What follows belongs to an exercise in optimizing a design on an open flow for small area, a short achievable clock period and few clock cycles; a production flow would make more cautious choices.
In this exercise RTL edits were held to simulation tests only and were not proved equivalent to the original.
Power figures rest on the tool's default switching activity, not on a simulated workload.

File: flow/design.v
module midi_framer (
  input  wire       clk,
  input  wire       rst,         
  input  wire       ev_valid,
  output wire       ev_ready,
  input  wire       ev_idle,     
  input  wire [7:0] ev_byte,
  output wire       wr_valid,
  input  wire       wr_ready,
  output wire [7:0] wr_addr,
  output wire [7:0] wr_data
);
  localparam [1:0] C_OTHER = 2'd0, C_RAW = 2'd1, C_ON = 2'd2, C_OFF = 2'd3;
  localparam [9:0] TC_534 = 10'h05D, TC_536 = 10'h175, TC_998 = 10'h159;
  localparam [2:0] VK_4 = 3'd5, VK_5 = 3'd6, VK_6 = 3'd3, VK_0 = 3'd0;
  reg  [9:0] tc;
  reg  [6:0] te;
  reg        lf;         
  reg        pn;         
  reg  [6:0] vn0, vn1, vn2;
  reg  [2:0] vk0, vk1, vk2;
  reg        sv;
  reg  [1:0] cls;
  reg        cnt;
  reg  [6:0] fn;
  reg        ir_v;
  reg        iw;         
  reg        id1;        
  reg        ir_idle;
  reg  [7:0] ir_b;
  reg        mo;         
  reg        h_v;        
  reg  [6:0] h_a;
  reg  [7:0] h_d;
  reg        hr;         
  reg  [2:0] pm;         
  reg        ap;         
  assign ev_ready = ~((iw & (mo | h_v)) | (id1 & ap));
  assign wr_valid = mo | h_v;
  assign wr_addr  = mo ? 8'h07 : {1'b0, h_a};
  assign wr_data  = mo ? 8'h38 : h_d;
  wire busy = mo | h_v;
  wire proc = ir_v & ~(iw & busy) & ~(id1 & ap);
  wire occ0 = (vn0 != 7'd0), occ1 = (vn1 != 7'd0), occ2 = (vn2 != 7'd0);
  wire [2:0] evm = {occ2 & (vk2 == VK_0), occ1 & (vk1 == VK_0), occ0 & (vk0 == VK_0)};
  wire [6:0] v  = ir_b[6:0];
  wire       vz = (v == 7'd0);
  wire m0 = (vn0 == fn), m1 = (vn1 == fn), m2 = (vn2 == fn);
  wire       mf = m0 | m1 | m2;
  wire [1:0] ms = m0 ? 2'd0 : m1 ? 2'd1 : 2'd2;
  wire       ff = ~occ0 | ~occ1 | ~occ2;
  wire [1:0] fs = ~occ0 ? 2'd0 : ~occ1 ? 2'd1 : 2'd2;
  wire       do_raw   = (cls == C_RAW);
  wire       do_alloc = (cls == C_ON) & ~vz;
  wire       do_rel   = ((cls == C_ON) & vz) | (cls == C_OFF);
  wire       a_found  = mf | ff;
  wire       touch    = (do_alloc & a_found) | (do_rel & mf);
  wire       msg_more = do_raw | touch;
  wire [1:0] t_s      = (do_alloc & ~mf) ? fs : ms;         
  wire tc0   = (tc == 10'd0);
  wire late  = (te >= 7'd61) & (te <= 7'd64) & lf;
  wire [2:0] nload = tc0 ? ((te >= 7'd62) ? VK_5 : VK_4) : (late ? VK_6 : VK_5);
  wire [9:0] tc_inc = {tc[8:0], ~(tc[9] ^ tc[6])};
  wire [11:0] hft;                       
  ftab_rom u_ftab (.n(fn), .y(hft));
  wire [1:0] pm_s = pm[0] ? 2'd0 : pm[1] ? 2'd1 : 2'd2;
  wire [1:0] ev_s = evm[0] ? 2'd0 : evm[1] ? 2'd1 : 2'd2;
  wire p_idle  = proc & ir_idle;
  wire p_pass  = p_idle & pn;
  wire p_stat  = proc & ~ir_idle & ir_b[7];
  wire p_d1    = proc & id1;
  wire p_msg   = proc & iw & ~ir_idle;
  wire p_wpass = p_pass & (|evm);
  wire k_on  = ~hr &  h_a[3] & h_d[0];
  wire k_lsb = ~hr & ~h_a[3] & ~h_a[0];
  wire       sv_n  = sv | p_stat;
  wire       cnt_n = p_stat ? 1'b0 : p_d1 ? 1'b1 : p_msg ? 1'b0 : cnt;
  wire       pn_n  = p_pass ? 1'b0 :
                     p_idle ? ((tc == TC_998) | ((te == 7'd65) & (tc == TC_534))) : pn;
  wire       xfer   = ~mo & h_v & wr_ready;                  
  wire       h_v_n  = p_msg   ? msg_more :
                      p_wpass ? 1'b1 :
                      xfer    ? (k_on | k_lsb | (pm != 3'd0)) : h_v;
  wire       ap_n   = p_msg   ? (do_alloc & a_found) :
                      xfer    ? k_on : ap;
  wire       keep   = ir_v & ~proc;
  wire       take   = ev_valid & ev_ready;
  wire       iw_in  = ev_idle ? pn_n : (~ev_byte[7] & sv_n & cnt_n);
  wire       iw_n   = keep ? iw  : (take & iw_in);
  wire       id1_n  = keep ? id1 : (take & ~ev_idle & ~ev_byte[7] & sv_n & ~cnt_n);
  wire       mo_n   = p_msg | (mo & ~wr_ready);
  always @(posedge clk) begin
    if (~keep) begin
      ir_idle <= ev_idle;
      ir_b    <= ev_byte;
    end
    if (rst) begin
      ir_v <= 1'b0;
      iw   <= 1'b0;
      id1  <= 1'b0;
      pn   <= 1'b0;
      sv   <= 1'b0;
      cnt  <= 1'b0;
      mo   <= 1'b0;
      h_v  <= 1'b0;
      ap   <= 1'b0;
    end else begin
      ir_v <= keep | take;
      iw   <= iw_n;
      id1  <= id1_n;
      pn   <= pn_n;
      sv   <= sv_n;
      cnt  <= cnt_n;
      mo   <= mo_n;
      h_v  <= h_v_n;
      ap   <= ap_n;
    end
    if (rst) begin
      tc <= 10'd0;
      te <= 7'd0;
      lf <= 1'b0;
    end else if (p_idle) begin
      if (pn) begin
        tc <= 10'd0;
        te <= (te == 7'd65) ? 7'd0 : te + 7'd1;
        lf <= 1'b0;
      end else begin
        tc <= tc_inc;
        if (tc == TC_536) lf <= 1'b1;
      end
    end
    if (rst) begin
      vn0 <= 7'd0;
      vn1 <= 7'd0;
      vn2 <= 7'd0;
    end else if (p_pass) begin
      if (evm[0]) vn0 <= 7'd0;
      if (evm[1]) vn1 <= 7'd0;
      if (evm[2]) vn2 <= 7'd0;
    end else if (p_msg & touch) begin
      case (t_s)
        2'd0: vn0 <= do_alloc ? fn : 7'd0;
        2'd1: vn1 <= do_alloc ? fn : 7'd0;
        default: vn2 <= do_alloc ? fn : 7'd0;
      endcase
    end
    if (p_pass) begin
      vk0 <= {vk0[1:0], ~(vk0[2] ^ vk0[1])};
      vk1 <= {vk1[1:0], ~(vk1[2] ^ vk1[1])};
      vk2 <= {vk2[1:0], ~(vk2[2] ^ vk2[1])};
    end else if (p_msg & touch) begin
      case (t_s)
        2'd0: vk0 <= nload;
        2'd1: vk1 <= nload;
        default: vk2 <= nload;
      endcase
    end
    if (p_stat)
      cls <= (ir_b == 8'h85)       ? C_RAW :
             (ir_b[6:4] == 3'b001) ? C_ON  :
             (ir_b[6:4] == 3'b000) ? C_OFF : C_OTHER;
    if (p_d1)
      fn <= v;
    if (p_msg) begin
      hr  <= do_raw;
      pm  <= 3'd0;
      h_a <= do_raw ? fn : {5'd2, t_s};
      h_d <= do_raw ? {1'b0, v} : do_alloc ? 8'h0F : 8'h00;
    end else if (p_wpass) begin
      hr  <= 1'b0;
      pm  <= evm & ~(3'd1 << ev_s);
      h_a <= {5'd2, ev_s};
      h_d <= 8'h00;
    end else if (xfer) begin
      if (k_on) begin
        h_a <= {4'd0, h_a[1:0], 1'b0};
        h_d <= hft[7:0];
      end else if (k_lsb) begin
        h_a <= {h_a[6:1], 1'b1};
        h_d <= {4'd0, hft[11:8]};
      end else if (pm != 3'd0) begin
        h_a <= {5'd2, pm_s};
        h_d <= 8'h00;
        pm  <= pm & ~(3'd1 << pm_s);
      end
    end
  end
endmodule
module ftab_rom(n, y);
  input [6:0] n;
  wire [6:0] n;
  output [11:0] y;
  wire [11:0] y;
  wire _000_;
  wire _001_;
  wire _002_;
  wire _003_;
  wire _004_;
  wire _005_;
  wire _006_;
  wire _007_;
  wire _008_;
  wire _009_;
  wire _010_;
  wire _011_;
  wire _012_;
  wire _013_;
  wire _014_;
  wire _015_;
  wire _016_;
  wire _017_;
  wire _018_;
  wire _019_;
  wire _020_;
  wire _021_;
  wire _022_;
  wire _023_;
  wire _024_;
  wire _025_;
  wire _026_;
  wire _027_;
  wire _028_;
  wire _029_;
  wire _030_;
  wire _031_;
  wire _032_;
  wire _033_;
  wire _034_;
  wire _035_;
  wire _036_;
  wire _037_;
  wire _038_;
  wire _039_;
  wire _040_;
  wire _041_;
  wire _042_;
  wire _043_;
  wire _044_;
  wire _045_;
  wire _046_;
  wire _047_;
  wire _048_;
  wire _049_;
  wire _050_;
  wire _051_;
  wire _052_;
  wire _053_;
  wire _054_;
  wire _055_;
  wire _056_;
  wire _057_;
  wire _058_;
  wire _059_;
  wire _060_;
  wire _061_;
  wire _062_;
  wire _063_;
  wire _064_;
  wire _065_;
  wire _066_;
  wire _067_;
  wire _068_;
  wire _069_;
  wire _070_;
  wire _071_;
  wire _072_;
  wire _073_;
  wire _074_;
  wire _075_;
  wire _076_;
  wire _077_;
  wire _078_;
  wire _079_;
  wire _080_;
  wire _081_;
  wire _082_;
  wire _083_;
  wire _084_;
  wire _085_;
  wire _086_;
  wire _087_;
  wire _088_;
  wire _089_;
  wire _090_;
  wire _091_;
  wire _092_;
  wire _093_;
  wire _094_;
  wire _095_;
  wire _096_;
  wire _097_;
  wire _098_;
  wire _099_;
  wire _100_;
  wire _101_;
  wire _102_;
  wire _103_;
  wire _104_;
  wire _105_;
  wire _106_;
  wire _107_;
  wire _108_;
  wire _109_;
  wire _110_;
  wire _111_;
  wire _112_;
  wire _113_;
  wire _114_;
  wire _115_;
  wire _116_;
  wire _117_;
  wire _118_;
  wire _119_;
  wire _120_;
  wire _121_;
  wire _122_;
  wire _123_;
  wire _124_;
  wire _125_;
  wire _126_;
  wire _127_;
  wire _128_;
  wire _129_;
  wire _130_;
  wire _131_;
  wire _132_;
  wire _133_;
  wire _134_;
  wire _135_;
  wire _136_;
  wire _137_;
  wire _138_;
  wire _139_;
  wire _140_;
  wire _141_;
  wire _142_;
  wire _143_;
  wire _144_;
  wire _145_;
  wire _146_;
  wire _147_;
  wire _148_;
  wire _149_;
  wire _150_;
  wire _151_;
  wire _152_;
  wire _153_;
  wire _154_;
  wire _155_;
  wire _156_;
  wire _157_;
  wire _158_;
  wire _159_;
  wire _160_;
  wire _161_;
  wire _162_;
  wire _163_;
  wire _164_;
  wire _165_;
  wire _166_;
  wire _167_;
  wire _168_;
  wire _169_;
  wire _170_;
  wire _171_;
  wire _172_;
  wire _173_;
  wire _174_;
  wire _175_;
  wire _176_;
  wire _177_;
  wire _178_;
  wire _179_;
  wire _180_;
  wire _181_;
  wire _182_;
  wire _183_;
  wire _184_;
  wire _185_;
  wire _186_;
  wire _187_;
  wire _188_;
  wire _189_;
  wire _190_;
  wire _191_;
  wire _192_;
  wire _193_;
  wire _194_;
  wire _195_;
  wire _196_;
  wire _197_;
  wire _198_;
  wire _199_;
  assign _096_ = ~n[6];
  assign _106_ = n[2] & n[1];
  assign _117_ = ~(n[2] | n[1]);
  assign _127_ = n[3] ? _106_ : _117_;
  assign _129_ = _127_ | n[4];
  assign _130_ = ~n[4];
  assign _131_ = ~n[3];
  assign _132_ = ~(n[2] & n[1]);
  assign _133_ = n[0] & n[1];
  assign _134_ = _133_ | n[2];
  assign _135_ = _131_ ? _132_ : _134_;
  assign _136_ = _135_ | _130_;
  assign _137_ = n[5] ? _129_ : _136_;
  assign y[10] = _096_ & ~(_137_);
  assign _138_ = n[3] & ~(_117_);
  assign _139_ = ~(n[2] ^ n[1]);
  assign _140_ = n[2] & ~(n[0]);
  assign _141_ = _139_ & ~(_140_);
  assign _142_ = n[3] ? _132_ : _141_;
  assign _143_ = n[4] ? _138_ : _142_;
  assign _144_ = ~(n[0] | n[2]);
  assign _145_ = _139_ | _144_;
  assign _146_ = _131_ ? _132_ : _145_;
  assign _147_ = _146_ | _130_;
  assign _148_ = n[5] ? _143_ : _147_;
  assign y[9] = _096_ & ~(_148_);
  assign _149_ = ~n[5];
  assign _150_ = ~n[1];
  assign _151_ = n[0] ^ n[1];
  assign _152_ = n[2] ? _150_ : _151_;
  assign _153_ = _132_ | n[0];
  assign _154_ = n[3] ? _152_ : _153_;
  assign _155_ = n[4] & ~(_154_);
  assign _156_ = ~n[2];
  assign _157_ = _156_ ? n[1] : _133_;
  assign _158_ = n[3] ? _139_ : _157_;
  assign _159_ = n[2] | n[1];
  assign _160_ = _156_ & ~(_133_);
  assign _161_ = n[3] ? _159_ : _160_;
  assign _162_ = _130_ ? _158_ : _161_;
  assign _163_ = _149_ ? _155_ : _162_;
  assign _164_ = _106_ | n[3];
  assign _165_ = _164_ | n[4];
  assign _166_ = _149_ & ~(_165_);
  assign y[8] = _096_ ? _163_ : _166_;
  assign _167_ = ~n[0];
  assign _168_ = _132_ | _167_;
  assign _169_ = n[1] & ~(n[0]);
  assign _170_ = n[2] ? n[0] : _169_;
  assign _171_ = _131_ ? _168_ : _170_;
  assign _172_ = n[4] & ~(_171_);
  assign _173_ = _167_ ? n[3] : _156_;
  assign _174_ = _150_ ? n[2] : _173_;
  assign _175_ = ~(n[0] ^ n[1]);
  assign _176_ = _156_ ? _167_ : _175_;
  assign _177_ = n[3] ? n[1] : _176_;
  assign _178_ = n[4] ? _174_ : _177_;
  assign _179_ = _149_ ? _172_ : _178_;
  assign _180_ = _131_ & ~(_106_);
  assign _181_ = _159_ | n[3];
  assign _182_ = _130_ ? _180_ : _181_;
  assign _183_ = _149_ & ~(_182_);
  assign y[7] = _096_ ? _179_ : _183_;
  assign _184_ = n[1] & ~(_144_);
  assign _185_ = _131_ ? _153_ : _184_;
  assign _186_ = n[4] & ~(_185_);
  assign _187_ = n[1] ? n[0] : n[2];
  assign _188_ = n[3] ? _167_ : _187_;
  assign _189_ = n[2] ? n[1] : _175_;
  assign _190_ = _131_ ? _189_ : _157_;
  assign _191_ = _130_ ? _188_ : _190_;
  assign _192_ = _149_ ? _186_ : _191_;
  assign _193_ = n[2] ^ n[1];
  assign _194_ = n[3] ? _134_ : _193_;
  assign _195_ = n[4] ? _127_ : _194_;
  assign _196_ = _149_ & ~(_195_);
  assign y[6] = _096_ ? _192_ : _196_;
  assign _197_ = _130_ & ~(_138_);
  assign _198_ = _140_ | _193_;
  assign _199_ = n[3] ? _106_ : _198_;
  assign _000_ = _193_ & ~(_144_);
  assign _001_ = _131_ ? n[1] : _000_;
  assign _002_ = n[4] ? _199_ : _001_;
  assign _003_ = n[5] ? _197_ : _002_;
  assign _004_ = n[0] | ~(n[1]);
  assign _005_ = n[2] ? _167_ : _004_;
  assign _006_ = _156_ ? _167_ : _004_;
  assign _007_ = _131_ ? _005_ : _006_;
  assign _008_ = ~(n[0] & n[1]);
  assign _009_ = _131_ ? _008_ : _141_;
  assign _010_ = n[4] ? _007_ : _009_;
  assign _011_ = _167_ ? _156_ : _193_;
  assign _012_ = _131_ ? _153_ : _011_;
  assign _013_ = n[4] & ~(_012_);
  assign _014_ = n[5] ? _010_ : _013_;
  assign y[5] = n[6] ? _003_ : _014_;
  assign _015_ = n[4] ? _180_ : _161_;
  assign _016_ = n[2] ? n[1] : _004_;
  assign _017_ = _131_ ? _167_ : _016_;
  assign _018_ = n[4] ? _158_ : _017_;
  assign _019_ = n[5] ? _015_ : _018_;
  assign _020_ = n[0] & ~(n[1]);
  assign _021_ = n[2] ? _020_ : _169_;
  assign _022_ = _193_ | _167_;
  assign _023_ = _131_ ? _021_ : _022_;
  assign _024_ = _144_ | _150_;
  assign _025_ = _156_ ? _133_ : _175_;
  assign _026_ = _131_ ? _024_ : _025_;
  assign _027_ = _130_ ? _023_ : _026_;
  assign _028_ = _131_ ? _132_ : _006_;
  assign _029_ = n[4] & ~(_028_);
  assign _030_ = n[5] ? _027_ : _029_;
  assign y[4] = n[6] ? _019_ : _030_;
  assign _031_ = _117_ | _167_;
  assign _032_ = _167_ ? n[2] : _139_;
  assign _033_ = n[3] ? _031_ : _032_;
  assign _034_ = n[0] | ~(n[2]);
  assign _035_ = _156_ ? n[1] : _169_;
  assign _036_ = _131_ ? _034_ : _035_;
  assign _037_ = n[4] ? _033_ : _036_;
  assign _038_ = _156_ & ~(_020_);
  assign _039_ = _038_ | _131_;
  assign _040_ = n[4] & ~(_039_);
  assign _041_ = n[5] ? _037_ : _040_;
  assign _042_ = n[4] ? _164_ : _174_;
  assign _043_ = n[3] ? n[1] : _006_;
  assign _044_ = n[2] ? _167_ : _175_;
  assign _045_ = _131_ ? _141_ : _044_;
  assign _046_ = n[4] ? _043_ : _045_;
  assign _047_ = n[5] ? _042_ : _046_;
  assign y[3] = _096_ ? _041_ : _047_;
  assign _048_ = n[1] | ~(n[0]);
  assign _049_ = _156_ ? _048_ : _169_;
  assign _050_ = _131_ ? _168_ : _049_;
  assign _051_ = n[4] & ~(_050_);
  assign _052_ = _008_ | n[2];
  assign _053_ = _131_ & ~(_020_);
  assign _054_ = _052_ & ~(_053_);
  assign _055_ = _156_ & ~(_175_);
  assign _056_ = n[0] | n[1];
  assign _057_ = _156_ ? n[0] : _056_;
  assign _058_ = n[3] ? _055_ : _057_;
  assign _059_ = _130_ ? _054_ : _058_;
  assign _060_ = _149_ ? _051_ : _059_;
  assign _061_ = n[2] ? _048_ : _004_;
  assign _062_ = _156_ ? n[1] : _175_;
  assign _063_ = _131_ ? _061_ : _062_;
  assign _064_ = n[3] ? _156_ : _139_;
  assign _065_ = _130_ ? _063_ : _064_;
  assign _066_ = n[1] | ~(n[2]);
  assign _067_ = ~(_066_ & n[0]);
  assign _068_ = _131_ ? _022_ : _067_;
  assign _069_ = n[3] ? _167_ : _062_;
  assign _070_ = _130_ ? _068_ : _069_;
  assign _071_ = n[5] ? _065_ : _070_;
  assign y[2] = _096_ ? _060_ : _071_;
  assign _072_ = ~(n[0] | n[1]);
  assign _073_ = _156_ ? _020_ : _072_;
  assign _074_ = _131_ ? _153_ : _073_;
  assign _075_ = n[4] & ~(_074_);
  assign _076_ = n[2] ? _167_ : _020_;
  assign _077_ = _133_ | _144_;
  assign _078_ = _131_ ? _076_ : _077_;
  assign _079_ = n[2] ? _020_ : _004_;
  assign _080_ = n[3] ? _150_ : _079_;
  assign _081_ = n[4] ? _078_ : _080_;
  assign _082_ = _149_ ? _075_ : _081_;
  assign _083_ = n[0] & n[2];
  assign _084_ = _083_ | _144_;
  assign _085_ = n[2] ? _169_ : _175_;
  assign _086_ = n[3] ? _084_ : _085_;
  assign _087_ = _144_ | n[1];
  assign _088_ = n[2] ? _008_ : _072_;
  assign _089_ = _131_ ? _087_ : _088_;
  assign _090_ = _130_ ? _086_ : _089_;
  assign _091_ = n[2] & n[3];
  assign _092_ = _167_ ? n[1] : _132_;
  assign _093_ = _092_ ? _131_ : _091_;
  assign _094_ = _140_ | _117_;
  assign _095_ = n[3] ? _145_ : _094_;
  assign _097_ = _130_ ? _093_ : _095_;
  assign _098_ = n[5] ? _090_ : _097_;
  assign y[1] = _096_ ? _082_ : _098_;
  assign _099_ = _139_ | _167_;
  assign _100_ = n[2] ? n[0] : _151_;
  assign _101_ = _131_ ? _099_ : _100_;
  assign _102_ = _175_ & ~(n[2]);
  assign _103_ = _131_ & ~(_083_);
  assign _104_ = _103_ | _102_;
  assign _105_ = _130_ ? _101_ : _104_;
  assign _107_ = _193_ & ~(_020_);
  assign _108_ = _107_ | _131_;
  assign _109_ = n[4] & ~(_108_);
  assign _110_ = n[5] ? _105_ : _109_;
  assign _111_ = _156_ ? _167_ : _048_;
  assign _112_ = n[3] ? _187_ : _111_;
  assign _113_ = _133_ | _117_;
  assign _114_ = n[2] ? _150_ : _175_;
  assign _115_ = _131_ ? _113_ : _114_;
  assign _116_ = _130_ ? _112_ : _115_;
  assign _118_ = n[2] ? _048_ : _151_;
  assign _119_ = _156_ ? _020_ : _175_;
  assign _120_ = _131_ ? _118_ : _119_;
  assign _121_ = _156_ ? _167_ : _056_;
  assign _122_ = n[3] ? _066_ : _121_;
  assign _123_ = n[4] ? _120_ : _122_;
  assign _124_ = _149_ ? _116_ : _123_;
  assign y[0] = _096_ ? _110_ : _124_;
  assign _125_ = n[4] & ~(_180_);
  assign _126_ = _130_ & ~(_181_);
  assign _128_ = _149_ ? _125_ : _126_;
  assign y[11] = _128_ & ~(n[6]);
endmodule
File: flow/flow/run.sh
#!/bin/bash
# Layout: the standard ORFS flow (standard.sh), with two changes:
#  1. after the standard synthesis, the combinational logic is mapped again by Yosys's
#     default ABC script (flip-flops, their names and cell types are kept as they are);
#  2. repair_timing aims for extra setup slack, and the ports get plain buffers (still
#     one buffer per port, as in the standard flow).
set -euo pipefail
KNOBS=(SETUP_SLACK_MARGIN=6.8 TNS_END_PERCENT=100 MATCH_CELL_FOOTPRINT=0
       "BUFFER_PORTS_ARGS=-buffer_cell sky130_fd_sc_hd__buf_2")
RES=orfs/results/${FLOW_PLATFORM}/midi_framer/base
bash standard.sh "${KNOBS[@]}" synth > flow_synth.log 2>&1
cp $RES/1_2_yosys.v $RES/1_2_yosys_standard.v
LIB=$FLOW_HOME/platforms/${FLOW_PLATFORM}/lib/sky130_fd_sc_hd__tt_025C_1v80.lib
DONT_USE=""
for c in $(grep -o 'sky130_fd_sc_hd__\(probe\|probec\|lpflow\)[a-z0-9_]*' $FLOW_HOME/platforms/${FLOW_PLATFORM}/config.mk); do
  DONT_USE="$DONT_USE -dont_use $c"
done
cat > remap.ys <<EOY
read_liberty -ignore_miss_func $LIB
read_verilog $RES/1_2_yosys_standard.v
hierarchy -top $FLOW_TOP
setattr -mod -set keep_hierarchy 1 sky130_fd_sc_hd__dfxtp_* sky130_fd_sc_hd__edfxtp_* sky130_fd_sc_hd__dfrtp_* sky130_fd_sc_hd__conb_1
flatten
opt_clean -purge
abc -liberty $LIB $DONT_USE
opt_clean -purge
hilomap -singleton -hicell sky130_fd_sc_hd__conb_1 HI -locell sky130_fd_sc_hd__conb_1 LO
opt_clean -purge
select $FLOW_TOP
tee -o remap_stat.txt stat -liberty $LIB
write_verilog -noattr -nohex -nodec -selected $RES/1_2_yosys.v
EOY
yosys -s remap.ys > flow_remap.log 2>&1
rm -f $RES/1_synth.odb $RES/1_synth.sdc
bash standard.sh "${KNOBS[@]}" finish > flow_layout.log 2>&1
File: flow/standard.sh
#!/bin/bash
# synth_recipe.tcl (not shown) runs the flow's synth.tcl, then flattens the netlist and writes it again
# the make line also repeats each setting of config.mk as NAME=value (left out here)
make -C /OpenROAD-flow-scripts/flow DESIGN_CONFIG=/design/flow/config.mk WORK_HOME=/design/flow/orfs CLKGATE_MAP_FILE= SYNTH_SCRIPT=/design/flow/synth_recipe.tcl "${@:-finish}"
File: flow/config.mk
export PLATFORM = sky130hd
export DESIGN_NAME = midi_framer
export DESIGN_NICKNAME = midi_framer
export VERILOG_FILES = /design/flow/design.v
export SDC_FILE = /design/flow/constraint.sdc
export NUM_CORES = 4
export LEC_CHECK = 0
export CAP_MARGIN = 20
export CORE_MARGIN = 2
export CORE_UTILIZATION = 60
export CTS_BUF_LIST = sky130_fd_sc_hd__clkbuf_8
export SLEW_MARGIN = 20
File: flow/constraint.sdc
create_clock -name core_clock -period 10.0 [get_ports {clk}]
set_input_delay 2.0000 -clock core_clock [delete_from_list [all_inputs] [get_ports {clk}]]
set_output_delay 2.0000 -clock core_clock [all_outputs]
set_load 0.01 [all_outputs]
==> run notes, run 1 <==
# setup viols final=0; startpoint types=flip-flop; RSZ-0062 raised after global routing=yes; Rel. slew slack=0.3909; Lkg Pwr=about 2.2 nW; CTS tree=built; CTS Hold Bufs=0; Combinational Power Share=0.027; crit path cell chain=buf_6 > or2_0 > buf_2; R2R cell count=7; clk_skew=13.71 ps; share of cells above drive strength 1=0.1257; Cell Count, Final, Fillers Out=784; top routing layer used=met4; Sw Pwr=about 0.16 mW; TNS Setup=0 ps; required time of the critical path=8000 ps; switching fraction of total power=0.2442; placed cell count=756; initial antenna violation count=0; synthesized cell area=5396 um^2; DRC=0; Total GRT Usage=0.3283; Worst Path Arrival=1220 ps; total grt overflow=0; final hold vios=0; Horiz. Die Dim=98.84 um; die area=9768 um^2; post-route minimum period=3223 ps; Max Slew Vio Count=0; row count=34; worst setup margin=6777 ps; syn_nets=just over 600; most frequent cells in the layout=nor2_1 (67), nand2_1 (48), dfxtp_1 (46); first-pass GRT wire length=25.56 mm; Layout area overhead=13.19%; vias in the first global route=4,946; H-tree levels=3; worst-skew pair later-pin latency=370 ps; final wirelength=16.26 mm; WP depth=3; Initial DRT Pass Iterations=7; Met2 Wirelength=7.436 mm; Worst Path Max Fanout=7; f_max=0.3103 GHz; routed via count=roughly 5,400; nets=684; ant diodes=0; GPL Wtd Cong=1.005; fin crit share=0.3223; worst-case clock buffer depth=2; clock sink count=94; HPWL after DPL=11.24 mm; DIE HEIGHT=98.84 um; status=complete, no violations; Total Power=0.6659 mW; met1 WL=roughly 6.7 mm; worst vdd ir=0.0001049 V; Crit Path Class=reg -> out; drt wl/cell=between 20 and 25 um; leading cell type in the layout, fill and taps excluded=nor2_1; Crit-path slowest cell=dfxtp_4; largest net degree at the start of global routing=51; fill count=676; worst slack, placed=between 6000 and 7000 ps; worst path buffer plus inverter count=2; Top Ports=31; type of the tightest min-delay check=reg -> reg; Mapped Cells=609; Hold Crit Depth=2; Int Power=0.5033 mW; Tightest Pin Transition=roughly 900 ps; PwrDens=109.0 nW/um^2; critical path's top delay family=flip-flops; Via-to-Cell Ratio=6.907; clock power share=0.362; met3 WL=1.672 mm; Critical Path End Type=primary output; TritonCTS Buffers=9; core area=8721 um^2; yosys warns=1; Avg Inst Size Synth=8.861 um^2; IO Port Bufs=29; Seq pwr share=0.610; 1st-iter DRT viols=approximately 520; CTS clk-pin slew, worst paths=roughly 90 ps; Post-DRT Antenna Nets=0; starting density of the core=0.6188; max cap viols=0; max incr delay on CP=390 ps; Root Driver=clkbuf_8
## tightest hold or removal path, cell delays in order, from the launching register on
cell,delay (ps)
dfxtp_1,340
nor2_1,50
nor2_1,70
## final cells by class
type / count / area (um^2) / share of cell area
Tap cell: 108 / 135.1 / 0.02212
Clock inverter: 7 / 55.05 / 0.009013
Sequential cell: 94 / 2323 / 0.3804
Timing Repair Buffer: 51 / 324.1 / 0.05305
Multi-Input combinational cell: 500 / 3090 / 0.5059
Inverter: 15 / 56.30 / 0.009218
Clock buffer: 9 / 123.9 / 0.02028
## worst paths after layout
path,from,slack (ps),to
worst min-delay path,sv,480,sv
worst max-delay path,mo,6780,wr_data[5]
worst min register to register,sv,480,sv
worst max register to register,vn1[0],6910,vk1[0]
## stage by stage
stage | hold slack (ps) | cell area [um^2] | util
floorplan | 441.1 | 5403 | -
global placement | 462.9 | 5758 | 0.6603
detailed placement | 460.0 | 5763 | 0.6608
CTS | 481.7 | 5998 | 0.6878
global route | 501.5 | 6108 | 0.7004
finish | 480.0 | 6108 | 0.7004
## sequential cells by signal, summed over array words and instances, names as in the netlist, 2 cells and up
signal	cells
pm	3
vn1	7
ir_b	8
h_d	8
te	7
tc	10
cls	2
vk1	3
vk2	3
vk0	3
vn0	7
vn2	7
h_a	7
fn	7
## layer usage
metal / track usage / vias up
met2: 0.4974 / 367
met4: 0.1243 / 0
met3: 0.07305 / 48
met1: 0.4616 / 2511
met5: 0 / -
li1: - / 2489
## repair_timing
action,CTS,global route
resized for setup,9,17
setup endpoints to repair,45,36
setup buffers,4,8
pin swaps,0,8
## power groups by stage
| stage | Sequential, mW | Combinational (mW) | Clock, mW |
|---|---|---|---|
| floorplan | 0.414 | 0.00988 | 0 |
| global placement | 0.416 | 0.0172 | 0 |
| detailed placement | 0.416 | 0.0176 | 0 |
| CTS | 0.407 | 0.0178 | 0.246 |
| global route | 0.407 | 0.0201 | 0.255 |
| finish | 0.406 | 0.0181 | 0.241 |
Testbench counts, summed over its fixed seeds: cycles 233,847.
==> run 2: changes to the inputs <==
--- a/flow/design.v
+++ b/flow/design.v
@@ -31,2 +31,4 @@
   reg        mo;         
+  reg        md;         
+  reg        bz;         
   reg        h_v;        
@@ -37,7 +39,7 @@
   reg        ap;         
-  assign ev_ready = ~((iw & (mo | h_v)) | (id1 & ap));
-  assign wr_valid = mo | h_v;
+  assign ev_ready = ~((iw & bz) | (id1 & ap));
+  assign wr_valid = bz;
   assign wr_addr  = mo ? 8'h07 : {1'b0, h_a};
-  assign wr_data  = mo ? 8'h38 : h_d;
-  wire busy = mo | h_v;
+  assign wr_data  = md ? 8'h38 : h_d;
+  wire busy = bz;
   wire proc = ir_v & ~(iw & busy) & ~(id1 & ap);
@@ -104,2 +106,4 @@
       mo   <= 1'b0;
+      md   <= 1'b1;
+      bz   <= 1'b0;
       h_v  <= 1'b0;
@@ -114,2 +118,4 @@
       mo   <= mo_n;
+      md   <= mo_n | ~h_v_n;
+      bz   <= mo_n | h_v_n;
       h_v  <= h_v_n;
==> run 2 against run 1 <==
Effect of this change: area after synthesis grew 0.53%; largest cell class unchanged; clock power rose by 8%; sequential power rose by 2%; synthesized cell count increased by 0.82%; core utilization down 0.65 points; routed wire length decreased by 8.3%; global-route usage decreased by 1.7 points; register-to-register slack lost 30 ps; critical endpoint is now wr_addr[0]; setup slack better by 79 ps; critical path depth down 1.
==> run notes, run 2 <==
status=complete, no violations (unchanged); Crit Path Class=reg -> out (unchanged); Layout area overhead=12.08% (was 13.19%); Worst Path Arrival=1140 ps (was 1220 ps); core area=8763 um^2 (was 8721 um^2); final wirelength=14.91 mm (was 16.26 mm); f_max=0.3181 GHz (was 0.3103 GHz); Root Driver=clkbuf_8 (unchanged); total grt overflow=0 (unchanged); fin crit share=0.3143 (was 0.3223); most frequent cells in the layout=nor2_1 (71), nand2_1 (68), dfxtp_1 (52) (was nor2_1 (67), nand2_1 (48), dfxtp_1 (46)); worst-skew pair later-pin latency=370 ps (about the same); TritonCTS Buffers=9 (unchanged); drt wl/cell=19.00 um (was 20.74 um); routed via count=5,195 (was 5,415); yosys warns=1 (unchanged); final hold vios=0 (unchanged); share of cells above drive strength 1=0.1034 (was 0.1257); Avg Inst Size Synth=8.836 um^2 (was 8.861 um^2); CTS clk-pin slew, worst paths=110 ps (was 90 ps); syn_nets=627 (was 622); final instance area=6081 um^2 (was 6108 um^2); max cap viols=0 (unchanged); required time of the critical path=8000 ps (about the same); CTS Hold Bufs=0 (unchanged); CTS tree=built (unchanged); largest net degree at the start of global routing=47 (was 51); GPL Wtd Cong=1.018 (was 1.005); clock sink count=96 (was 94); Largest register FFs=10 (unchanged); IO Port Bufs=29 (unchanged); Initial DRT Pass Iterations=6 (was 7); Top Registers=tc: 10 flops, h_d: 8 flops, ir_b: 8 flops (unchanged); clk_skew=17.54 ps (was 13.71 ps); Worst Path Max Fanout=9 (was 7); Post-DRT Antenna Nets=0 (unchanged); synthesized cell area=5425 um^2 (was 5396 um^2); worst-case clock buffer depth=2 (unchanged); vias in the first global route=4,796 (was 4,946); multi-input logic area=3067 um^2 (was 3090 um^2); Tightest Pin Transition=833.4 ps (was 904.0 ps); TNS Setup=0 ps (unchanged); post-route minimum period=3143 ps (was 3223 ps); first-pass GRT wire length=24.57 mm (was 25.56 mm); die area=9819 um^2 (was 9768 um^2); DP Area=5758 um^2 (was 5763 um^2); Top Ports=31 (unchanged); Critical Path End Type=primary output (unchanged); # setup viols final=0 (unchanged); FF+latch area=2356 um^2 (was 2323 um^2); startpoint types=flip-flop (unchanged); PwrDens=113.4 nW/um^2 (was 109.0 nW/um^2); worst vdd ir=0.00009247 V (was 0.0001049 V); ant diodes=0 (unchanged); Worst Hold Margin=475.2 ps (was 480.0 ps); DRC=0 (unchanged); Via-to-Cell Ratio=6.618 (was 6.907); Mapped Cells=614 (was 609); leading cell type in the layout, fill and taps excluded=nor2_1 (unchanged); type of the tightest min-delay check=reg -> reg (unchanged); row count=34 (unchanged); Max Slew Vio Count=0 (unchanged); initial antenna violation count=0 (unchanged); RSZ-0062 raised after global routing=yes (unchanged); HPWL after DPL=10.31 mm (was 11.24 mm); Horiz. Die Dim=99.09 um (was 98.84 um); Rel. slew slack=0.4406 (was 0.3909); 1st-iter DRT viols=484 (was 522); DIE HEIGHT=99.09 um (was 98.84 um); H-tree levels=3 (unchanged); nets=685 (was 684); Lkg Pwr=2.393 nW (was 2.200 nW); fill count=723 (was 676); Most flops, register=tc (unchanged); starting density of the core=0.6191 (was 0.6188); Total GRT Usage=0.3114 (was 0.3283)
==> run 2: final cells by class <==
cell class | count | area share
clock inverters | 7 | 0.01337
well taps | 108 | 0.02222
repair buffers | 47 | 0.04609
multi-input cells | 508 | 0.5043
flip-flops and latches | 96 | 0.3874
inverters | 10 | 0.006173
clock buffers | 9 | 0.02037
==> run 2: report_power, final <==
group	internal, mW	switching (mW)
Clock	0.101	0.159
Combinational	0.00514	0.00989
Sequential	0.410	0.00364
Total	0.517	0.173
==> run 2: critical path, cell delays in order, from the launching register on <==
cell and delay, ps:
dfxtp_4 390, or2_0 240, buf_2 150
==> run 2: metal layers <==
metal | vias to the layer above | share of wire | track usage
met2 | 302 | 0.45 | 0.4870
met5 | - | 0 | 0
met1 | 2378 | 0.42 | 0.4363
li1 | 2455 | - | -
met3 | 60 | 0.092 | 0.04638
met4 | 0 | 0.038 | 0.1286
==> run 2: through the flow <==
stage          setup slack [ps]  cells  total power [mW]    util
2_1_floorplan              6973    614            0.4298       -
3_3_place_gp               6501    758            0.4374  0.6571
3_5_place_dp               6448    758            0.4377  0.6571
4_1_cts                    6810    777            0.6915  0.6853
5_1_grt                    6778    785            0.7079  0.6939
6_report                   6857    785            0.6894  0.6939
==> run 2: final timing paths <==
| kind | startpoint | end | slack [ps] | cells past startpoint |
|---|---|---|---|---|
| max | mo | wr_addr[0] | 6860 | 2 |
| min | sv | sv | 480 | 2 |
| max reg2reg | fn[2] | h_d[4] | 6880 | 8 |
| min reg2reg | sv | sv | 480 | 2 |
==> run 2: repair_timing <==
action / CTS / global route
resized for setup: 4 / 4
pin swaps: 1 / 0
hold endpoints to repair: 0 / 0
buffers inserted: 3 / 8
setup endpoints to repair: 35 / 34
Testbench counts of run 2, summed over its fixed seeds: cycles 233,847.
==> run 3: changes to the inputs <==
--- a/flow/config.mk
+++ b/flow/config.mk
@@ -9,3 +9,3 @@
 export CORE_MARGIN = 2
-export CORE_UTILIZATION = 60
+export CORE_UTILIZATION = 40
 export CTS_BUF_LIST = sky130_fd_sc_hd__clkbuf_8
==> run 3 against run 2 <==
Effect of this change: still clean; clock skew is 8.4 ps lower; sequential cell count stayed put; total power is 1.3% lower; cell count is 8.3% higher; die area is 48% higher; clock power is 3% lower; setup slack worse by 1.4 ps; maximum frequency hardly changed; global-route usage is 9.0 points lower; largest power group unchanged; highest routed layer unchanged.
==> run notes, run 3 <==
TritonCTS Buffers=9 (unchanged); crit path cell chain=a22oi_2 > buf_2 (was or2_0 > buf_2); final hold vios=0 (unchanged); max incr delay on CP=350 ps (was 390 ps); Rel. slew slack=0.4774 (was 0.4406); Crit-path slowest cell=dfxtp_2 (was dfxtp_4); HPWL after DPL=11.19 mm (was 10.31 mm); clock sink count=96 (unchanged); routed via count=5,165 (was 5,195); worst slack, placed=6334 ps (was 6448 ps); Most flops, register=tc (unchanged); die area=14,510 um^2 (was 9819 um^2); GPL Wtd Cong=0.9183 (was 1.018); core area=13,240 um^2 (was 8763 um^2); PwrDens=111.0 nW/um^2 (was 113.4 nW/um^2); vias in the first global route=4,829 (was 4,796); Tightest Pin Transition=778.6 ps (was 833.4 ps); nets=682 (was 685); Largest register FFs=10 (unchanged); row count=42 (was 34); starting density of the core=0.4097 (was 0.6191); required time of the critical path=8000 ps (about the same); status=complete, no violations (unchanged); # setup viols final=0 (unchanged); IO Port Bufs=29 (unchanged); post-route minimum period=3145 ps (was 3143 ps); Post-DRT Antenna Nets=0 (unchanged); total grt overflow=0 (unchanged); 1st-iter DRT viols=555 (was 484); Via-to-Cell Ratio=6.076 (was 6.618); Top Ports=31 (unchanged); Lkg Pwr=2.362 nW (was 2.393 nW); type of the tightest min-delay check=reg -> reg (unchanged); initial antenna violation count=0 (unchanged); H-tree levels=3 (unchanged); max cap viols=0 (unchanged); Worst Path Max Fanout=4 (was 9); RSZ-0062 raised after global routing=yes (unchanged); Total GRT Usage=0.2210 (was 0.3114); largest net degree at the start of global routing=47 (unchanged); startpoint types=flip-flop (unchanged); yosys warns=1 (unchanged); CTS clk-pin slew, worst paths=90 ps (was 110 ps); Mapped Cells=614 (unchanged); worst-skew pair later-pin latency=360 ps (was 370 ps); Initial DRT Pass Iterations=5 (was 6); worst vdd ir=0.00009972 V (was 0.00009247 V); Crit Path Class=reg -> out (unchanged); syn_nets=627 (unchanged); leading cell type in the layout, fill and taps excluded=nor2_1 (unchanged); most frequent cells in the layout=nor2_1 (71), nand2_1 (68), dfxtp_1 (51) (was nor2_1 (71), nand2_1 (68), dfxtp_1 (52)); Root Driver=clkbuf_8 (unchanged); f_max=0.3180 GHz (was 0.3181 GHz); worst-case clock buffer depth=2 (unchanged); Horiz. Die Dim=120.5 um (was 99.09 um); Top Registers=tc: 10 flops, h_d: 8 flops, ir_b: 8 flops (unchanged); CTS tree=built (unchanged); CTS Hold Bufs=0 (unchanged); Layout area overhead=13.01% (was 12.08%); fin crit share=0.3145 (was 0.3143); DIE HEIGHT=120.5 um (was 99.09 um); Max Slew Vio Count=0 (unchanged); Avg Inst Size Synth=8.836 um^2 (unchanged); TNS Setup=0 ps (unchanged); drt wl/cell=18.72 um (was 19.00 um); final wirelength=15.91 mm (was 14.91 mm); DRC=0 (unchanged); first-pass GRT wire length=25.43 mm (was 24.57 mm); synthesized cell area=5425 um^2 (unchanged); ant diodes=0 (unchanged); Critical Path End Type=primary output (unchanged); worst setup margin=6855 ps (was 6857 ps); share of cells above drive strength 1=0.1024 (was 0.1034); fill count=1,323 (was 723); Worst Path Arrival=1140 ps (about the same); clk_skew=9.177 ps (was 17.54 ps)
==> run 3: layout make-up <==
type	instances	area, um^2	area share
clock inverter	7	70.07	0.01143
sequential	96	2355	0.3841
inverter	10	41.29	0.006735
tap	176	220.2	0.03592
timing repair buffer	44	257.7	0.04204
multi-input combinational	508	3063	0.4996
clock buffer	9	123.9	0.02020
==> run 3: through the flow <==
stage                     utilization  power [mW]  instance area (um^2)  hold WS, ps  std cells
after floorplan                     -      0.4298                  5425        426.9        614
after global routing           0.4630      0.7065                  6131        523.0        850
after global placement         0.4418      0.4378                  5851        453.1        827
after CTS                      0.4590      0.6872                  6078        480.6        845
final                          0.4630      0.6805                  6131        469.9        850
after detailed placement       0.4418      0.4381                  5851        457.3        827
==> run 3: path summary, 6_finish.rpt <==
path | start | to | slack (ps) | cells after the start
hold / removal | sv | sv | 470 | 2
hold reg to reg | sv | sv | 470 | 2
setup / recovery | ap | ev_ready | 6860 | 2
setup reg to reg | ir_b[5] | vk0[2] | 6970 | 7
==> run 3: worst max-delay path, delay by kind of cell, from the launching register on <==
kind            cells  cell delay [ps]
compound gates      1              260
buf+inv             1              180
flops               1              350
==> run 3: timing repair <==
item	CTS	global route
endpoints found under the hold margin	0	0
pin swaps	1	2
resized for setup	3	7
buffers inserted	2	5
setup endpoints to repair	43	48
==> run 3: per-layer routing <==
metal  wire (um)  track usage  vias up  share of wire
met2        7138       0.3404      210           0.45
met5           0            0        -              0
met3        1115      0.04811       45          0.070
met4         488      0.08576        0          0.031
met1        7171       0.3031     2467           0.45
li1            -            -     2443              -
==> run 3: where the power goes <==
| part | internal [mW] | total [mW] | leakage (nW) | switching (mW) |
|---|---|---|---|---|
| logic | 0.00512 | 0.0156 | 1.41 | 0.0104 |
| registers | 0.410 | 0.414 | 0.852 | 0.00360 |
| clock network | 0.116 | 0.251 | 0.0960 | 0.135 |
==> run 4: changes to the inputs <==
--- a/flow/flow/run.sh
+++ b/flow/flow/run.sh
@@ -7,3 +7,3 @@
 set -euo pipefail
-KNOBS=(SETUP_SLACK_MARGIN=6.8 TNS_END_PERCENT=100 MATCH_CELL_FOOTPRINT=0
+KNOBS=(SETUP_SLACK_MARGIN=7 TNS_END_PERCENT=100 MATCH_CELL_FOOTPRINT=0
        "BUFFER_PORTS_ARGS=-buffer_cell sky130_fd_sc_hd__buf_2")
==> run 4 against run 3 <==
Effect of this change: still clean; sequential power about the same; area after synthesis unchanged; global-route usage down 0.28 points; combinational power about the same; total power down 3.6%; first-iteration DRC count up 20%; non-clock buffer count up 5; critical path depth unchanged; routed wire length down 1.6%; critical path type unchanged; highest routed layer unchanged.
==> run notes, run 4 <==
status=complete, no violations (unchanged); most frequent cells in the layout=nor2_1 (71), nand2_1 (67), dfxtp_1 (49) (was nor2_1 (71), nand2_1 (68), dfxtp_1 (51)); yosys warns=1 (unchanged); worst-skew pair later-pin latency=370 ps (was 360 ps); ant diodes=0 (unchanged); max cap viols=0 (unchanged); Critical Path End Type=primary output (unchanged); syn_nets=627 (unchanged); worst path buffer plus inverter count=1 (unchanged); final wirelength=15.65 mm (was 15.91 mm); # setup viols final=0 (unchanged); placed cell count=826 (was 827); Mapped Cells=614 (unchanged); f_max=0.3207 GHz (was 0.3180 GHz); Reg-to-Reg Start=fn[2] (was ir_b[5]); largest net degree at the start of global routing=47 (unchanged); Top Ports=31 (unchanged); die area=14,510 um^2 (unchanged); fin crit share=0.3118 (was 0.3145); DIE HEIGHT=120.5 um (unchanged); Total GRT Usage=0.2182 (was 0.2210); Horiz. Die Dim=120.5 um (unchanged); Largest register FFs=10 (unchanged); Worst Path Max Fanout=2 (was 4); met1 WL=6.883 mm (was 7.171 mm); post-route minimum period=3118 ps (was 3145 ps); share of cells above drive strength 1=0.1178 (was 0.1024); register-to-register setup slack=7100 ps (was 6970 ps); R2R cell count=8 (was 7); TNS Setup=0 ps (unchanged); worst vdd ir=0.00008839 V (was 0.00009972 V); Lkg Pwr=2.419 nW (was 2.362 nW); fill count=1,303 (was 1,323); Worst Path Arrival=1120 ps (was 1140 ps); HPWL after DPL=10.88 mm (was 11.19 mm); critical path's top delay family=flip-flops (unchanged); TritonCTS Buffers=9 (unchanged); GPL Wtd Cong=0.9550 (was 0.9183); starting density of the core=0.4097 (unchanged); first-pass GRT wire length=25.19 mm (was 25.43 mm); crit path cell chain=or2_0 > buf_2 (was a22oi_2 > buf_2); initial antenna violation count=0 (unchanged); Avg Inst Size Synth=8.836 um^2 (unchanged); RSZ-0062 raised after global routing=yes (unchanged); Root Driver=clkbuf_8 (unchanged); PwrDens=105.5 nW/um^2 (was 111.0 nW/um^2); CTS Hold Bufs=0 (unchanged); final hold vios=0 (unchanged); met3 WL=1.236 mm (was 1.115 mm); Max Slew Vio Count=0 (unchanged); vias in the first global route=4,928 (was 4,829); CTS tree=built (unchanged); max incr delay on CP=380 ps (was 350 ps); worst-case clock buffer depth=2 (unchanged); reg2reg end=h_d[2] (was vk0[2]); row count=42 (unchanged); required time of the critical path=8000 ps (about the same); hold_sp=sv (unchanged); Initial DRT Pass Iterations=6 (was 5); synthesized cell area=5425 um^2 (unchanged); total grt overflow=0 (unchanged); drt wl/cell=18.31 um (was 18.72 um); top routing layer used=met4 (unchanged); Crit-path slowest cell=edfxtp_1 (was dfxtp_2); nets=687 (was 682); Hold Path Sink=sv (unchanged); Tightest Pin Transition=662.2 ps (was 778.6 ps); DRC=0 (unchanged); Hold Crit Depth=2 (unchanged); startpoint types=flip-flop (unchanged); Met2 Wirelength=7.048 mm (was 7.138 mm); Top Registers=tc: 10 flops, h_d: 8 flops, ir_b: 8 flops (unchanged); Crit Path Class=reg -> out (unchanged); H-tree levels=3 (unchanged); Rel. slew slack=0.5573 (was 0.4774); core area=13,240 um^2 (unchanged); 1st-iter DRT viols=667 (was 555); Post-DRT Antenna Nets=0 (unchanged); IO Port Bufs=29 (unchanged); CTS clk-pin slew, worst paths=90 ps (about the same); clock sink count=96 (unchanged); clk_skew=6.364 ps (was 9.177 ps); routed via count=5,248 (was 5,165); leading cell type in the layout, fill and taps excluded=nor2_1 (unchanged); Most flops, register=tc (unchanged); Layout area overhead=14.67% (was 13.01%); Via-to-Cell Ratio=6.138 (was 6.076); type of the tightest min-delay check=reg -> reg (unchanged); Cell Count, Final, Fillers Out=855 (was 850)
[run 4: changes by cell type in the layout (fill, tap and decap cells not counted), moves of 2 or more]
cell     previous run  this run
dfxtp_1            51        49
dfxtp_4             0         2
nor2_4              0         2
nor2_2              2         0
buf_4              15        20
[run 4: worst max path at each step]
stage                start         end  slack [ps]  cells after the start
floorplan              id1      h_a[0]        7010                      5
global placement       id1      h_d[1]        6430                      5
detailed placement     id1      h_d[4]        6180                      5
CTS                     mo  wr_addr[0]        6860                      2
global route        h_a[0]  wr_addr[0]        6840                      2
finish              h_a[0]  wr_addr[0]        6880                      2
[run 4: worst reg2reg max path, cell delays in order (launching register included)]
cell and delay [ps]:
edfxtp_1 370, buf_4 270, nor2_1 480, o21ai_0 190, a211oi_1 340, o22ai_1 170
a2111oi_0 530, o21ai_0 200, a21oi_1 190
[run 4: cell type report]
type / count / area (um^2) / area share
multi-input combinational: 508 / 3126 / 0.5024
sequential: 96 / 2362 / 0.3797
timing repair buffer: 49 / 295.3 / 0.04747
tap: 176 / 220.2 / 0.03540
clock buffer: 10 / 137.6 / 0.02212
inverter: 10 / 45.04 / 0.007241
clock inverter: 6 / 35.03 / 0.005632
[run 4: report_power, final]
group          leakage (nW)  switching [mW]  total, mW  internal, mW
Combinational          1.47          0.0104     0.0156       0.00527
Clock                0.0953           0.131      0.227        0.0960
Sequential            0.853         0.00375      0.414         0.410
[run 4: timing repair]
item / CTS / global route
setup endpoints to repair: 85 / 41
gates resized for setup: 16 / 8
pin swaps: 5 / 2
buffers inserted: 8 / 5
[run 4: layer usage]
layer  GRT usage  vias to the layer above
li1            -                     2457
met1      0.2947                     2479
met2      0.3393                      266
met3     0.04811                       46
met4     0.08794                        0
met5           0                        -
[run 4: per-stage QoR]
stage,area (um^2),setup slack (ps),hold WS (ps),utilization,total power [mW]
6_report,6221,6882,469.5,0.4698,0.6560
5_1_grt,6221,6836,524.4,0.4698,0.6794
4_1_cts,6156,6857,475.4,0.4649,0.6634
3_5_place_dp,5849,6179,452.4,0.4417,0.4378
3_3_place_gp,5849,6426,449.6,0.4417,0.4376
2_1_floorplan,5431,7015,426.9,-,0.4298

-- static timing again, ports no longer ideal --
In the flow no input, the clock included, has a driving cell. The finished layouts below were timed again as built, in two steps. Step 1 assumes that a clkbuf_16 drives the clock port and a buf_2 every other input. Step 2 also shifts input and output timing later by t, the mid clock arrival at the registers, as if the neighbouring blocks saw the same clock. Three values: no drivers, after step 1, after step 2; two values: the first two.
| run | shift t [ns] | setup slack, ns | latest minus earliest clock arrival (ns) |
|---|---|---|---|
| run 1 | 0.400 | 6.777 / 6.743 / 6.429 | 0.014 / 0.014 |
| run 2 | 0.397 | 6.857 / 6.825 / 6.616 | 0.017 / 0.017 |
| run 3 | 0.392 | 6.855 / 6.822 / 6.624 | 0.009 / 0.009 |
| run 4 | 0.395 | 6.882 / 6.849 / 6.704 | 0.007 / 0.007 |
After both steps setup and hold are still met in every run listed. The setup slack of run 1, which loses most, moves by -0.034 ns with the drivers and by -0.348 ns with both steps.
